Source: an optimization exercise on an open RTL-to-GDS flow (aim: small area, a short achievable clock period and few clock cycles). Production flows keep margins and buffers that such runs may drop.
Only simulation tests tie the RTL to the original design; equivalence was not proved.
Power figures rest on the tool's default switching activity, not on a simulated workload.

==> design/flow/design.v <==
module qr_alnum (
    input  wire [5:0] idx,
    output reg  [7:0] chr
);
  always @(*) begin
    case (idx)
      6'd0:  chr = 8'h30; 6'd1:  chr = 8'h31; 6'd2:  chr = 8'h32; 6'd3:  chr = 8'h33;
      6'd4:  chr = 8'h34; 6'd5:  chr = 8'h35; 6'd6:  chr = 8'h36; 6'd7:  chr = 8'h37;
      6'd8:  chr = 8'h38; 6'd9:  chr = 8'h39; 6'd10: chr = 8'h41; 6'd11: chr = 8'h42;
      6'd12: chr = 8'h43; 6'd13: chr = 8'h44; 6'd14: chr = 8'h45; 6'd15: chr = 8'h46;
      6'd16: chr = 8'h47; 6'd17: chr = 8'h48; 6'd18: chr = 8'h49; 6'd19: chr = 8'h4A;
      6'd20: chr = 8'h4B; 6'd21: chr = 8'h4C; 6'd22: chr = 8'h4D; 6'd23: chr = 8'h4E;
      6'd24: chr = 8'h4F; 6'd25: chr = 8'h50; 6'd26: chr = 8'h51; 6'd27: chr = 8'h52;
      6'd28: chr = 8'h53; 6'd29: chr = 8'h54; 6'd30: chr = 8'h55; 6'd31: chr = 8'h56;
      6'd32: chr = 8'h57; 6'd33: chr = 8'h58; 6'd34: chr = 8'h59; 6'd35: chr = 8'h5A;
      6'd36: chr = 8'h20; 6'd37: chr = 8'h24; 6'd38: chr = 8'h25; 6'd39: chr = 8'h2A;
      6'd40: chr = 8'h2B; 6'd41: chr = 8'h2D; 6'd42: chr = 8'h2E; 6'd43: chr = 8'h2F;
      default: chr = 8'h3A;
    endcase
  end
endmodule
module qr_segdec (
    input  wire        clk,
    input  wire        rst,
    input  wire        start,
    input  wire [5:0]  version,
    input  wire [11:0] ndata,
    output reg         busy,
    input  wire        in_valid,
    input  wire [7:0]  in_data,
    output wire        in_ready,
    output reg         out_valid,
    output reg  [7:0]  out_char,
    output reg         seg_valid,
    output reg  [1:0]  seg_cls,
    output reg  [3:0]  seg_ind,
    output reg  [15:0] seg_len,
    output reg         seg_trunc,
    output reg         seg_bad,
    output reg  [12:0] seg_n,
    output reg  [14:0] seg_pos
);
  localparam BW = 22;                  
  localparam P_MODE = 2'd0;
  localparam P_LEN  = 2'd1;
  localparam P_DATA = 2'd2;
  function [16:0] addc(input [15:0] a, input [15:0] b, input ci);
    integer i;
    reg c;
    reg [15:0] s;
    begin
      c = ci;
      for (i = 0; i < 16; i = i + 1) begin
        s[i] = a[i] ^ b[i] ^ c;
        c    = (a[i] & b[i]) | (c & (a[i] ^ b[i]));
      end
      addc = {c, s};
    end
  endfunction
  function ge(input [15:0] a, input [15:0] b);    
    reg [16:0] t;
    begin
      t  = addc(a, ~b, 1'b1);
      ge = t[16];
    end
  endfunction
  function [15:0] add(input [15:0] a, input [15:0] b);
    reg [16:0] t;
    begin
      t   = addc(a, b, 1'b0);
      add = t[15:0];
    end
  endfunction
  function [15:0] sub(input [15:0] a, input [15:0] b);
    reg [16:0] t;
    begin
      t   = addc(a, ~b, 1'b1);
      sub = t[15:0];
    end
  endfunction
  function [3:0] add3(input [3:0] v);
    begin
      add3[3] = v[3] | (v[2] & (v[1] | v[0]));
      add3[2] = (v[3] & v[0]) | (v[2] & ~v[1] & ~v[0]);
      add3[1] = (v[3] & ~v[0]) | (~v[2] & v[1]) | (v[1] & v[0]);
      add3[0] = (v[3] & ~v[0]) | (~v[3] & ~v[2] & v[0]) | (v[2] & v[1] & ~v[0]);
    end
  endfunction
  function [11:0] bcd10(input [9:0] v);
    integer i;
    reg [21:0] s;
    begin
      s = {12'd0, v};
      for (i = 0; i < 10; i = i + 1) begin
        s[13:10] = add3(s[13:10]);
        s[17:14] = add3(s[17:14]);
        s[21:18] = add3(s[21:18]);
        s = s << 1;
      end
      bcd10 = s[21:10];
    end
  endfunction
  function [11:0] div360(input [11:0] v);
    integer k;
    reg [11:0] t;
    reg [2:0]  q;
    begin
      t = v;
      for (k = 2; k >= 0; k = k - 1) begin
        q[k] = (t >= (12'd360 << k));
        if (q[k]) t = t - (12'd360 << k);
      end
      div360 = {q, t[8:0]};
    end
  endfunction
  reg          busy_r;
  reg          fin;         
  reg  [1:0]   phase;
  reg  [1:0]   vcl;         
  reg  [BW-1:0] bbuf;       
  reg  [4:0]   cnt;
  reg          cn, ca, cb;  
  reg  [5:0]   sh;          
  reg          shv;         
  reg  [11:0]  rcw;         
  reg          rdy;
  reg  [12:0]  rem;         
  reg          xv;
  reg          xs;          
  reg  [1:0]   xk;          
  reg  [11:0]  xx;          
  reg  [2:0]   xq;          
  reg  [1:0]   dn;          
  reg  [11:0]  dd;          
  assign in_ready = rdy;
  wire take = in_valid && rdy;
  reg  rem0, rem1, rem2;     
  reg  rem3, rem4, rem5;     
  wire rem3p = !rem0 && !rem1 && !rem2;
  reg [4:0] gw;
  reg [1:0] gk;
  always @(*) begin
    gk = 2'd1;
    case (phase)
      P_MODE: gw = 5'd4;
      P_LEN:  gw = rem[4] ? {1'b0, rem[3:0]} : 5'd8;
      default: begin
        if (cn) begin
          if (rem3p)     begin gw = 5'd10; gk = 2'd3; end
          else if (rem2) begin gw = 5'd7;  gk = 2'd2; end
          else           begin gw = 5'd4;  gk = 2'd1; end
        end else if (ca) begin
          if (rem1)      begin gw = 5'd6;  gk = 2'd1; end
          else           begin gw = 5'd11; gk = 2'd2; end
        end else begin
          gw = 5'd8;
        end
      end
    endcase
  end
  wire        have    = !sh[5];
  wire [BW-1:0] shifted = bbuf >> sh[4:0];
  reg  [10:0] x;
  integer j;
  always @(*) begin
    for (j = 0; j < 11; j = j + 1)
      x[j] = shifted[j] && (gw > j);
  end
  wire [3:0] mode = bbuf[7:4];
  reg [3:0] lw8;
  always @(*) begin
    case (mode)
      4'b0001: lw8 = (vcl == 2'd0) ? 4'd2 : (vcl == 2'd1) ? 4'd4 : 4'd6;
      4'b0010: lw8 = (vcl == 2'd0) ? 4'd1 : (vcl == 2'd1) ? 4'd3 : 4'd5;
      default: lw8 = (vcl == 2'd0) ? 4'd0 : 4'd8;
    endcase
  end
  wire        fits = (rcw[11:1] != 11'd0) || (rcw[0] ? (!sh[5] || sh[4:3] == 2'b11) : !sh[5]);
  reg xbad;
  always @(*) begin
    if (cn)
      xbad = (xk == 2'd3) ? (xx[9:0] >= 10'd1000) :
             (xk == 2'd2) ? (xx[6:0] >= 7'd100) : (xx[3:0] >= 4'd10);
    else if (ca)
      xbad = (xk == 2'd2) ? (xx[10:0] >= 11'd2025) : (xx[5:0] >= 6'd45);
    else
      xbad = 1'b0;
  end
  wire        alnum = ca;
  wire [11:0] dv    = div360(xx);
  wire [11:0] xdd   = cn ? bcd10(xx[9:0]) :
                      alnum ? {xq, dv[11:9], dv[8:3]} : {4'd0, xx[7:0]};
  wire d_free  = !dn[1];                     
  wire x_bad   = xv && !xs && xbad;
  wire x_step  = xv && !xs && !xbad && alnum;
  wire retire  = xv && d_free && (alnum ? xs : !xbad);
  wire x_ready = !xv || retire;
  wire [5:0] idx   = dn[1] ? dd[11:6] : dd[5:0];
  wire [3:0] digit = dn[1] ? (dn[0] ? dd[11:8] : dd[7:4]) : dd[3:0];
  wire [7:0] c_tab;
  qr_alnum u_alnum (.idx(idx), .chr(c_tab));
  wire [7:0] head = cb ? dd[7:0] : alnum ? c_tab : {4'h3, digit};
  wire run     = busy_r && !fin;
  wire e_mode  = run && (phase == P_MODE) && have;
  wire e_len   = run && (phase == P_LEN) && have;
  wire e_data  = run && (phase == P_DATA) && x_ready;
  wire e_end   = e_data && rem0;
  wire e_tr    = e_data && shv && !rem0 && !fits;
  wire e_grp   = e_data && shv && !rem0 && fits && have;
  wire e_cons  = e_mode || e_len || e_grp;
  wire remz = (rem[12:4] == 9'd0);
  wire req6 = remz && (rem[3:0] == 4'd6);
  wire req7 = remz && (rem[3:0] == 4'd7);
  wire req8 = remz && (rem[3:0] == 4'd8);
  wire numc = cn;
  wire alnc = ca;
  wire g_rem0 = numc ? (rem1 || rem2 || rem3) : alnc ? (rem1 || rem2) : rem1;
  wire g_rem1 = numc ? rem4 : alnc ? rem3 : rem2;
  wire g_rem2 = numc ? rem5 : alnc ? rem4 : rem3;
  wire g_rem3 = numc ? req6 : alnc ? rem5 : rem4;
  wire g_rem4 = numc ? req7 : alnc ? req6 : rem5;
  wire g_rem5 = numc ? req8 : alnc ? req7 : req6;
  wire       post_r1 = (phase == P_DATA) && (numc ? rem4 : rem3);
  wire       post_r2 = (phase == P_DATA) && rem5;
  reg  [4:0] g0, g1;
  always @(*) begin
    g1 = cn ? 5'd4 : 5'd6;
    if (phase == P_MODE)
      g0 = {1'b0, lw8};
    else if (phase == P_LEN && rem[4])
      g0 = 5'd8;
    else if (cn)
      g0 = 5'd10;
    else if (ca)
      g0 = 5'd11;
    else
      g0 = 5'd8;
  end
  wire [5:0] sh_g0 = sh - {1'b0, g0};
  wire [5:0] sh_g1 = sh - {1'b0, g1};
  wire [5:0] sh_g2 = sh - 6'd7;
  wire       sel1  = post_r1 && !cb;
  wire       sel2  = post_r2 && cn;
  wire [5:0] sh_cons = sel2 ? sh_g2 : sel1 ? sh_g1 : sh_g0;
  wire [4:0]  cnt_after = e_cons ? sh[4:0] : cnt;
  wire [4:0]  cnt_next  = take ? cnt_after + 5'd8 : cnt_after;
  wire [5:0]  sh_base   = !shv   ? {1'b0, cnt} - {1'b0, gw} :
                          e_cons ? sh_cons : sh;
  wire [5:0]  sh_next   = take ? sh_base + 6'd8 : sh_base;
  wire [15:0] len_next  = {seg_len[7:0], x[7:0]};
  wire        len_small = (len_next[15:2] == 14'd0) && (len_next[1:0] != 2'd0);
  wire [11:0] rcw_dec   = rcw - 12'd1;
  wire [14:0] pos_add   = seg_pos + {10'd0, gw};
  wire [12:0] rem_sub   = rem - {11'd0, gk};
  wire [12:0] n_inc     = seg_n + 13'd1;
  always @(posedge clk) begin
    if (take) bbuf <= {bbuf[BW-9:0], in_data};
    cnt <= cnt_next;
    sh  <= sh_next;
    if (take) rcw <= rcw_dec[11:0];
    if (rst)
      busy <= 1'b0;
    else if (!busy)
      busy <= start;
    else if (seg_valid)
      busy <= 1'b0;
    if (rst) begin
      busy_r    <= 1'b0;
      rdy       <= 1'b0;
      out_valid <= 1'b0;
      seg_valid <= 1'b0;
    end else if (!busy_r) begin
      busy_r    <= start;
      rdy       <= start;
      out_valid <= 1'b0;
      seg_valid <= 1'b0;
    end else begin
      rdy       <= !fin && (take ? (cnt_after <= BW - 16) : (cnt_after <= BW - 8)) && !seg_valid;
      out_valid <= (dn != 2'd0);
      seg_valid <= fin && !xv && !dn[1] && !seg_valid;
      if (seg_valid) busy_r <= 1'b0;
    end
    if (!busy_r) begin
        fin       <= 1'b0;
        phase     <= P_MODE;
        vcl       <= (version <= 6'd9) ? 2'd0 : (version <= 6'd26) ? 2'd1 : 2'd2;
        cnt       <= 5'd0;
        sh        <= 6'b111100;
        cn        <= 1'b0;
        ca        <= 1'b0;
        cb        <= 1'b0;
        shv       <= 1'b1;
        rcw       <= ndata;
        xv        <= 1'b0;
        dn        <= 2'd0;
        seg_len   <= 16'd0;
        seg_trunc <= 1'b0;
        seg_bad   <= 1'b0;
        seg_n     <= 13'd0;
        seg_pos   <= 15'd0;
    end else begin
      if (e_cons) seg_pos <= pos_add[14:0];
      shv <= 1'b1;
      if (e_mode) begin
        seg_ind <= mode;
        rem     <= {8'd0, 1'b1, lw8};
        phase   <= P_LEN;
        case (mode)
          4'b0001: begin seg_cls <= 2'd0; cn <= 1'b1; end
          4'b0010: begin seg_cls <= 2'd1; ca <= 1'b1; end
          4'b0100: begin seg_cls <= 2'd2; cb <= 1'b1; end
          default: begin seg_cls <= 2'd3; fin <= 1'b1; end
        endcase
      end
      if (e_len) begin
        if (!rem[4]) begin
          seg_len <= len_next;
          rem     <= (len_next[15:13] != 3'd0) ? 13'h1fff : len_next[12:0];
          rem0    <= (len_next == 16'd0);
          rem1    <= (len_next == 16'd1);
          rem2    <= (len_next == 16'd2);
          rem3    <= (len_next == 16'd3);
          rem4    <= (len_next == 16'd4);
          rem5    <= (len_next == 16'd5);
          phase   <= P_DATA;
          shv     <= !len_small;
        end else begin
          seg_len <= {8'd0, x[7:0]};
          rem     <= 13'd0;
        end
      end
      if (e_end) fin <= 1'b1;
      if (e_tr) begin fin <= 1'b1; seg_trunc <= 1'b1; end
      if (retire) xv <= 1'b0;
      if (x_step) begin
        xs <= 1'b1;
        xq <= dv[11:9];
        xx <= {dv[8:0], 3'd0};
      end
      if (x_bad) begin
        xv      <= 1'b0;
        seg_bad <= 1'b1;
        fin     <= 1'b1;
      end
      if (e_grp) begin
        xv  <= 1'b1;
        xs  <= 1'b0;
        xk  <= gk;
        xx  <= {1'd0, x};
        rem  <= rem_sub[12:0];
        rem0 <= g_rem0;
        rem1 <= g_rem1;
        rem2 <= g_rem2;
        rem3 <= g_rem3;
        rem4 <= g_rem4;
        rem5 <= g_rem5;
      end
      if (dn != 2'd0) begin
        out_char <= head;
        dn       <= {dn[1] & dn[0], !dn[0]};
        seg_n    <= n_inc[12:0];
      end
      if (retire) begin
        dn <= xk;
        dd <= xdd;
      end
    end
  end
endmodule
==> design/flow/flow/run.sh <==
#!/bin/bash
# Standard layout, with three changes to how it is made (the clock period and
# the constraints are the design's):
#  - the resizer's repair_timing steps aim at a 7.75 ns setup margin;
#  - every port still gets its buffer, but a plain buf_1 instead of the
#    delay cell that buffer_ports picks by default;
#  - clock tree synthesis adds no dummy loads (its other arguments are
#    the standard flow's).
set -euo pipefail
bash standard.sh SETUP_SLACK_MARGIN=7.75 \
  "BUFFER_PORTS_ARGS=-buffer_cell sky130_fd_sc_hd__buf_1" \
  "CTS_ARGS=-sink_clustering_enable -repair_clock_nets -dont_use_dummy_load" \
  finish > standard_make.log 2>&1
==> design/flow/standard.sh <==
#!/bin/bash
# synth_recipe.tcl (not shown) runs the flow's synth.tcl, then flattens the netlist and writes it again
# the make line also repeats each setting of config.mk as NAME=value (left out here)
make -C /OpenROAD-flow-scripts/flow DESIGN_CONFIG=/design/flow/config.mk WORK_HOME=/design/flow/orfs CLKGATE_MAP_FILE= SYNTH_SCRIPT=/design/flow/synth_recipe.tcl "${@:-finish}"
==> design/flow/config.mk <==
export PLATFORM = sky130hd
export DESIGN_NAME = qr_segdec
export DESIGN_NICKNAME = qr_segdec
export VERILOG_FILES = /design/flow/design.v
export SDC_FILE = /design/flow/constraint.sdc
export NUM_CORES = 4
export LEC_CHECK = 0
export ABC_AREA = 1
export CAP_MARGIN = 20
export CORE_MARGIN = 2
export CORE_UTILIZATION = 64
export PLACE_DENSITY = 0.78
export SLEW_MARGIN = 20
==> design/flow/constraint.sdc <==
create_clock -name core_clock -period 11.0 [get_ports {clk}]
set_input_delay 2.2000 -clock core_clock [delete_from_list [all_inputs] [get_ports {clk}]]
set_output_delay 2.2000 -clock core_clock [all_outputs]
set_load 0.01 [all_outputs]
==> results_dict.tcl, run 1 <==
set metrics [dict create \
    status "finished clean" \
    tightest_slew_ns 0.870 \
    endpoint_kind "flip-flop" \
    holdCritPathClass "reg2reg" \
    fin_crit_sh 0.305 \
    die-area_um2 18800 \
    grt_pass1_vias 10439 \
    yosysUniqueCellTypes 57 \
    reg2reg_depth 25 \
    clock-sinks 171 \
    clock_skew_ns 0.0227 \
    required_ns 11.16 \
    finalWirelength_um 32800 \
    cts_buffers 17 \
    floorplan.rows 48 \
    die-height_um 137 \
    grt_max_degree 58 \
    synth.avg_cell_area_um2 7.09 \
    vias 11658 \
    syn_inst 1603 \
    ctsHoldBuffers 0 \
    drt-initial-drc-count 1160 \
    antenna_found_initial 1 \
    grt_remaining_overflow 0 \
    drv_slew 0 \
    timing.rr.end "dd[3]$_DFFE_PP_" \
    die_x_um 137 \
    worst_hold_path.endpoint "busy$_SDFF_PP0_" \
    cts_tree "built" \
    fmaxAchievable_ghz 0.299 \
    netlist_area_um2 11400 \
    cp_max_fo 7 \
    fill_cells 1331 \
    ys.flop_type "edfxtp_1" \
    cts.clk_slew.worst_paths_ns 0.06 \
    hpwlAfterDp_um 22300 \
    clockBufferDepth 2 \
    layout-drive-gt1-share 0.127 \
    min_delay_path_depth 1 \
    synth_fp_nets 1669 \
    antenna_cells 0 \
    power_leakage_nw 5.55 \
    rsz0062_at_grt "yes" \
    r2r_start "xx[9]$_DFFE_PP_" \
    layout.nets 1787 \
    firstDrtPassIters 6 \
    initial_core_util 0.655 \
    post-route-min-period_ns 3.35 \
    cp-start-kind "flip-flop" \
    worstSetupPathType "reg2reg" \
    setup_violations 0 \
    syn_to_final_growth_pct 15.6 \
    grt_use_total 0.335 \
    finalWeightedCongestion 0.966 \
    insertion_delay_ns 0.44 \
    io_pins 94 \
    ff2ff_setup_slack_ns 7.65 \
    ys_async_sr_fraction 0 \
    slew_headroom 0.415 \
    vdd_drop_max_mv 0.120 \
    p_per_area_nw_per_um2 108 \
    via_per_inst 6.00 \
    cts.htree.levels 4 \
    drv_cap 0 \
    min-delay-start "busy$_SDFF_PP0_" \
    final_hold_viol_count 0 \
    antenna_left 0 \
    wire_per_inst_um 16.9 \
    arrival_ns 3.51 \
    portBuffers 93 \
    core-area_um2 17400 \
    drcViolationCount 0 \
    synth_seq_cells 171 \
    cts_root_buf "clkbuf_16" \
    ys_warn_count 2 \
    grt_pass1_wl_um 49700 \
    power_mw 1.42 \
    setup_tns_ns 0 \
    synth-edff-count 99 \
    ys_seq_area_frac 0.388 \
]
state kept, by name, indices dropped and copies added, names as in the netlist, 2 cells and up:
name      cells
bbuf         22
seg_len      16
seg_pos      15
rem          13
seg_n        13
dd           12
rcw          12
xx           12
out_char      8
sh            6
cnt           5
seg_ind       4
xq            3
dn            2
phase         2
seg_cls       2
vcl           2
xk            2
critical path, stage by stage (launching register included):
cell      delay [ns]
edfxtp_1        0.44
buf_6           0.16
inv_6           0.06
nand2_4         0.06
nor2_4          0.11
nand2_4         0.08
nand2_4         0.07
nand2_2         0.05
and2_4          0.15
ha_4            0.15
nand3b_1        0.21
nor2_2          0.18
nand2_2         0.12
nand4_1         0.11
nand2_2         0.09
ha_4            0.16
nand3_2         0.07
nand3_2         0.08
nand2_2         0.09
nand2_2         0.07
nand2_4         0.14
nand2_8         0.11
nand2_4         0.09
nand2_2         0.07
nand2_2         0.07
nand2_2         0.08
report_power, final:
group | internal [mW] | total (mW) | switching [mW]
logic | 0.0685 | 0.197 | 0.129
registers | 0.699 | 0.723 | 0.0238
clock network | 0.268 | 0.495 | 0.227
stage by stage:
stage / worst slack, ns / hold WS (ns) / cells / instance area, µm² / utilization
floorplan: 7.75 / 0.427 / 1603 / 11400 / -
global placement: 7.20 / 0.437 / 1873 / 11800 / 0.680
detailed placement: 7.17 / 0.450 / 1873 / 11800 / 0.680
CTS: 7.70 / 0.457 / 1913 / 12500 / 0.718
global route: 7.60 / 0.477 / 1944 / 13100 / 0.757
finish: 7.65 / 0.455 / 1944 / 13100 / 0.757
cells in the mapped netlist (all sizes together) (2+ instances only):
cell | count | area, µm²
a211oi | 5 | 37.5
a21boi | 2 | 15.0
a21oi | 105 | 526
a221oi | 3 | 26.3
a22oi | 5 | 37.5
a311oi | 2 | 17.5
a31oi | 12 | 75.1
and2 | 4 | 25.0
buf | 26 | 164
clkbuf | 31 | 116
clkinv | 3 | 11.3
dfxtp | 72 | 1440
edfxtp | 99 | 2970
fa | 4 | 80.1
ha | 32 | 400
inv | 185 | 697
mux2i | 3 | 30.0
nand2 | 456 | 1750
nand3 | 98 | 508
nand3b | 8 | 60.1
nand4 | 22 | 144
nor2 | 162 | 667
nor3 | 33 | 165
nor4 | 9 | 56.3
o211ai | 12 | 90.1
o21a | 5 | 37.5
o21ai | 145 | 729
o221ai | 3 | 26.3
o22ai | 10 | 62.6
o31ai | 7 | 52.6
or2 | 3 | 18.8
xnor2 | 10 | 87.6
xor2 | 18 | 158
how the worst max path moves through the flow:
stage,start,end,slack (ns),cells past startpoint
2_1_floorplan,in_valid,sh[4]$_SDFF_PN1_,7.75,6
3_3_place_gp,bbuf[7]$_DFFE_PP_,sh[4]$_SDFF_PN1_,7.20,17
3_5_place_dp,bbuf[7]$_DFFE_PP_,sh[4]$_SDFF_PN1_,7.17,17
4_1_cts,bbuf[6]$_DFFE_PP_,sh[4]$_SDFF_PN1_,7.70,19
5_1_grt,xx[9]$_DFFE_PP_,dd[1]$_DFFE_PP_,7.60,23
6_report,xx[9]$_DFFE_PP_,dd[3]$_DFFE_PP_,7.65,25
cell usage in the layout, fill, tap and decap left out, types with 7 or more instances in the layout:
cell type  instances
a21oi_1          102
a31oi_1           11
buf_1             92
buf_4             51
clkbuf_16         19
dfxtp_1           61
dfxtp_2            8
edfxtp_1          99
ha_1              26
inv_1            164
inv_2             14
nand2_1          411
nand2_2           35
nand2_4            9
nand3_1           87
nand3_2           10
nand3b_1           8
nand4_1           21
nor2_1           142
nor2_2             9
nor2_4            10
nor3_1            29
nor4_1             9
o211ai_1          12
o21ai_0          128
o21ai_1           13
o22ai_1            9
o31ai_1            7
xnor2_1           10
xor2_1            17
what timing repair did:
action / 4_1_cts / 5_1_grt
gates resized for setup: 23 / 120
endpoints found under the hold margin: 0 / 0
buffers inserted: 23 / 27
cloned: 0 / 4
endpoints found under the setup margin: 42 / 39
pin swaps: 9 / 30
layer usage:
| layer | GRT usage | up-vias | part of all wire |
|---|---|---|---|
| li1 | - | 5595 | - |
| met1 | 0.425 | 5311 | 0.40 |
| met2 | 0.562 | 598 | 0.47 |
| met3 | 0.0578 | 152 | 0.079 |
| met4 | 0.147 | 2 | 0.045 |
| met5 | 0 | - | 0.00037 |
layout make-up:
cell class | count | area (µm²) | area share
flip-flops and latches | 171 | 4440 | 0.338
repair inverters | 2 | 12.5 | 0.000952
multi-input cells | 1187 | 6360 | 0.484
well taps | 225 | 282 | 0.0214
inverters | 188 | 733 | 0.0558
repair buffers | 154 | 885 | 0.0673
clock buffers | 17 | 425 | 0.0324
logic make-up (layout without fill, tap and decap cells):
group / after synthesis / in the layout / synth area share
buffers and inverters: 245 / 361 / 0.0870
muxes: 3 / 3 / 0.00264
DFF: 171 / 171 / 0.388
adders and majority gates: 36 / 36 / 0.0423
xor gates and xnor gates: 28 / 28 / 0.0216
AOI/OAI and AO/OA: 323 / 323 / 0.158
and+or+nand+nor: 797 / 797 / 0.300
Testbench counts, summed over its fixed seeds: cycles 80,989.
==> run 2: changes to the inputs <==
==> design/flow/flow/run.sh (replaced) <==
#!/bin/bash
# Standard layout, with three changes to how it is made (the clock period and
# the constraints are the design's):
#  - the resizer's repair_timing steps aim at a 7.85 ns setup margin;
#  - every port still gets its buffer, but a plain buf_1 instead of the
#    delay cell that buffer_ports picks by default;
#  - clock tree synthesis adds no dummy loads (its other arguments are
#    the standard flow's).
set -euo pipefail
bash standard.sh SETUP_SLACK_MARGIN=7.85 \
  "BUFFER_PORTS_ARGS=-buffer_cell sky130_fd_sc_hd__buf_1" \
  "CTS_ARGS=-sink_clustering_enable -repair_clock_nets -dont_use_dummy_load" \
  finish > standard_make.log 2>&1
--- a/design/flow/config.mk
+++ b/design/flow/config.mk
@@ -8,6 +8,6 @@
 export ABC_AREA = 1
 export CAP_MARGIN = 20
 export CORE_MARGIN = 2
-export CORE_UTILIZATION = 64
-export PLACE_DENSITY = 0.78
+export CORE_UTILIZATION = 60
+export PLACE_DENSITY = 0.75
 export SLEW_MARGIN = 20
==> results_dict.tcl, run 2 <==
set metrics [dict create \
    ctsHoldBuffers 0 \
    power_leakage_nw 5.89 \
    die-area_um2 20100 \
    vias 11419 \
    synthMuxAreaShare 0.00264 \
    grt_max_degree 57 \
    final_hold_viol_count 0 \
    synth_fa_ha_area_frac 0.0423 \
    syn_to_final_growth_pct 18.6 \
    worstSetupPathType "reg2reg" \
    grt_pass1_wl_um 49300 \
    holdCritPathClass "reg2reg" \
    setup_violations 0 \
    vdd_drop_max_mv 0.110 \
    drv_cap 0 \
    synth.area.top_cells "edfxtp_1 (26%), nand2_1 (15%), dfxtp_1 (13%)" \
    cts_root_buf "clkbuf_16" \
    ys_warn_count 2 \
    synthXorXnorAreaFrac 0.0216 \
    largest_register_ffs 22 \
    top_regs "bbuf (22), seg_len (16), seg_pos (15)" \
    finalWirelength_um 32000 \
    clock_skew_ns 0.0304 \
    cts_tree "built" \
    post-route-min-period_ns 3.17 \
    antenna_found_initial 0 \
    firstDrtPassIters 6 \
    setup_tns_ns 0 \
    cts_buffers 17 \
    wire_per_inst_um 16.1 \
    fill_cells 1520 \
    status "finished clean" \
    holdWs_ns 0.434 \
    yosys.area_share.simple 0.300 \
    clock-sinks 171 \
    syn_inst 1603 \
    arrival_ns 3.31 \
    synth_compound_area_frac 0.158 \
    synth.most_common_cell "nand2_1" \
    ys_async_sr_fraction 0 \
    grt_use_total 0.307 \
    clockBufferDepth 2 \
    netlist_area_um2 11400 \
    fmaxAchievable_ghz 0.316 \
    synth-edff-count 99 \
    min_delay_path_depth 1 \
    drcViolationCount 0 \
    drv_slew 0 \
    p_per_area_nw_per_um2 105 \
    die_x_um 142 \
    insertion_delay_ns 0.43 \
    io_pins 94 \
    slew_headroom 0.487 \
    largest_register "bbuf" \
    drt-initial-drc-count 1043 \
    portBuffers 93 \
    initial_core_util 0.610 \
    endpoint_kind "flip-flop" \
    finalWeightedCongestion 0.964 \
    cp-start-kind "flip-flop" \
    synth_fp_nets 1669 \
    fin_crit_sh 0.288 \
    rsz0062_at_grt "yes" \
    core-area_um2 18600 \
    ys_seq_area_frac 0.388 \
    synth_top_family_by_area "simple AND/OR/NAND/NOR gates" \
    ys.flop_type "edfxtp_1" \
    layout.nets 1815 \
    final_cell_mix "nand2_1 (415), inv_1 (161), nor2_1 (136)" \
    layout-drive-gt1-share 0.190 \
    yosysTopAreaCell "edfxtp_1" \
    via_per_inst 5.76 \
    hpwlAfterDp_um 22000 \
    floorplan.rows 50 \
    grt_pass1_vias 10112 \
    synth_top_area_frac 0.262 \
    synth_seq_cells 171 \
    grt_remaining_overflow 0 \
    reg2reg_depth 21 \
    die-height_um 142 \
    cts.clk_slew.worst_paths_ns 0.06 \
    synth.avg_cell_area_um2 7.09 \
    yosysUniqueCellTypes 57 \
    required_ns 11.15 \
    cp_max_fo 5 \
    antenna_cells 0 \
    netlist_top_cells_count "nand2_1 (444), inv_1 (177), nor2_1 (152), o21ai_0 (136), a21oi_1 (105)" \
    tightest_slew_ns 0.770 \
    layout_commonest_cell "nand2_1" \
    cts.htree.levels 4 \
    antenna_left 0 \
]
-- run 2: cell types whose count changed in the layout (fill, tap and decap cells not counted), moves of 5 or more --
cell / delta
buf_4: +33
buf_2: +31
dfxtp_1: -33
nor2_1: -6
dfxtp_2: +26
buf_1: -50
clkbuf_2: +15
nor2_2: +6
dfxtp_4: +7
nand2_2: -5
-- run 2: layout make-up --
type	count	area [µm²]	area share
timing repair inverter	2	10.0	0.000743
multi-input combinational	1187	6380	0.473
tap	234	293	0.0217
sequential	171	4490	0.333
timing repair buffer	182	1150	0.0856
clock buffer	17	425	0.0316
inverter	188	728	0.0540
-- run 2: power by group --
group / leakage (nW) / internal [mW] / switching (mW)
clock network: 0.209 / 0.268 / 0.219
registers: 1.51 / 0.698 / 0.0242
logic: 4.17 / 0.0732 / 0.130
total: 5.89 / 1.04 / 0.373
-- run 2: through the flow --
stage | util | total power [mW] | area (µm²) | setup slack, ns | std cells
detailed placement | 0.635 | 0.911 | 11800 | 7.09 | 1885
finish | 0.723 | 1.41 | 13500 | 7.83 | 1981
global route | 0.723 | 1.47 | 13500 | 7.70 | 1981
floorplan | - | 0.862 | 11400 | 7.81 | 1603
CTS | 0.684 | 1.39 | 12800 | 7.76 | 1938
global placement | 0.635 | 0.908 | 11800 | 7.17 | 1885
-- run 2: path summary, 6_finish.rpt --
kind | from | endpoint | slack, ns
worst min register to register | busy$_SDFF_PP0_ | busy$_SDFF_PP0_ | 0.43
worst min-delay path | busy$_SDFF_PP0_ | busy$_SDFF_PP0_ | 0.43
worst max-delay path | xx[9]$_DFFE_PP_ | xx[8]$_DFFE_PP_ | 7.83
worst max register to register | xx[9]$_DFFE_PP_ | xx[8]$_DFFE_PP_ | 7.83
-- run 2: logic make-up after synthesis --
family,after synthesis
AO/OA/AOI/OAI,323
XOR/XNOR,28
adder cells (fa/ha/maj),36
buffers and inverters,245
flip-flops,171
multiplexers,3
AND/OR/NAND/NOR,797
-- run 2: worst max-delay path, stage by stage (launching register included) --
cell and delay (ns):
edfxtp_1 0.50, inv_4 0.11, nand2_4 0.06, nor2_4 0.13, nand2_4 0.09, nand2_4 0.08
nand2_2 0.06, and2_4 0.15, ha_4 0.15, nand3b_1 0.19, nor2_2 0.15, nand2_2 0.10
nand3_4 0.08, buf_4 0.14, nand2_1 0.06, xor2_1 0.28, nor2_4 0.12, buf_4 0.16
nand3_1 0.09, nand2_2 0.07, nand2_2 0.07, nand2_2 0.05
-- run 2: per-layer routing --
layer  wire [µm]  part of all wire  vias to the layer above  GRT usage
met4        1140             0.036                        0      0.125
met3        2050             0.064                       98     0.0530
li1            -                 -                     5633          -
met2       15000              0.47                      456      0.500
met1       13700              0.43                     5232      0.408
met5           0                 0                        -          0
-- run 2: timing repair --
item / 4_1_cts / 5_1_grt
cloned: 1 / 2
pin swaps: 15 / 38
gates resized for setup: 107 / 128
setup endpoints to repair: 88 / 69
setup buffers: 35 / 41

## afterwards: timing with drivers on the ports
How much do the figures lean on ideal ports? The routed layouts below were timed once more, with nothing changed but the port constraints.
Step 1 (the two cells are an assumption about what drives the block):
set clk [get_ports {clk}]
set_driving_cell -lib_cell sky130_fd_sc_hd__clkbuf_16 $clk
set_driving_cell -lib_cell sky130_fd_sc_hd__buf_2 [delete_from_list [all_inputs] $clk]
Step 2 times the ports against the registers' clock, not the clock port: input delays grow and output delays shrink by t, the midpoint of the rising clock arrivals with the driver on.
a / b / c = ideal ports / drivers / drivers and shift; a / b = the first two.
run | shift t [ns] | setup slack, ns | worst setup path at the end | slew at the worst register clock pin (ns) | worst data-port slew with drivers (ns)
run 1 | 0.478 | 7.650 / 7.650 / 7.574 | input to register | 0.07 / 0.07 | 0.03
run 2 | 0.469 | 7.834 / 7.813 / 7.556 | input to register | 0.07 / 0.07 | 0.03
After both steps setup and hold are still met in every run listed. The setup slack of run 2, which loses most, moves by -0.021 ns with the drivers and by -0.278 ns with both steps.
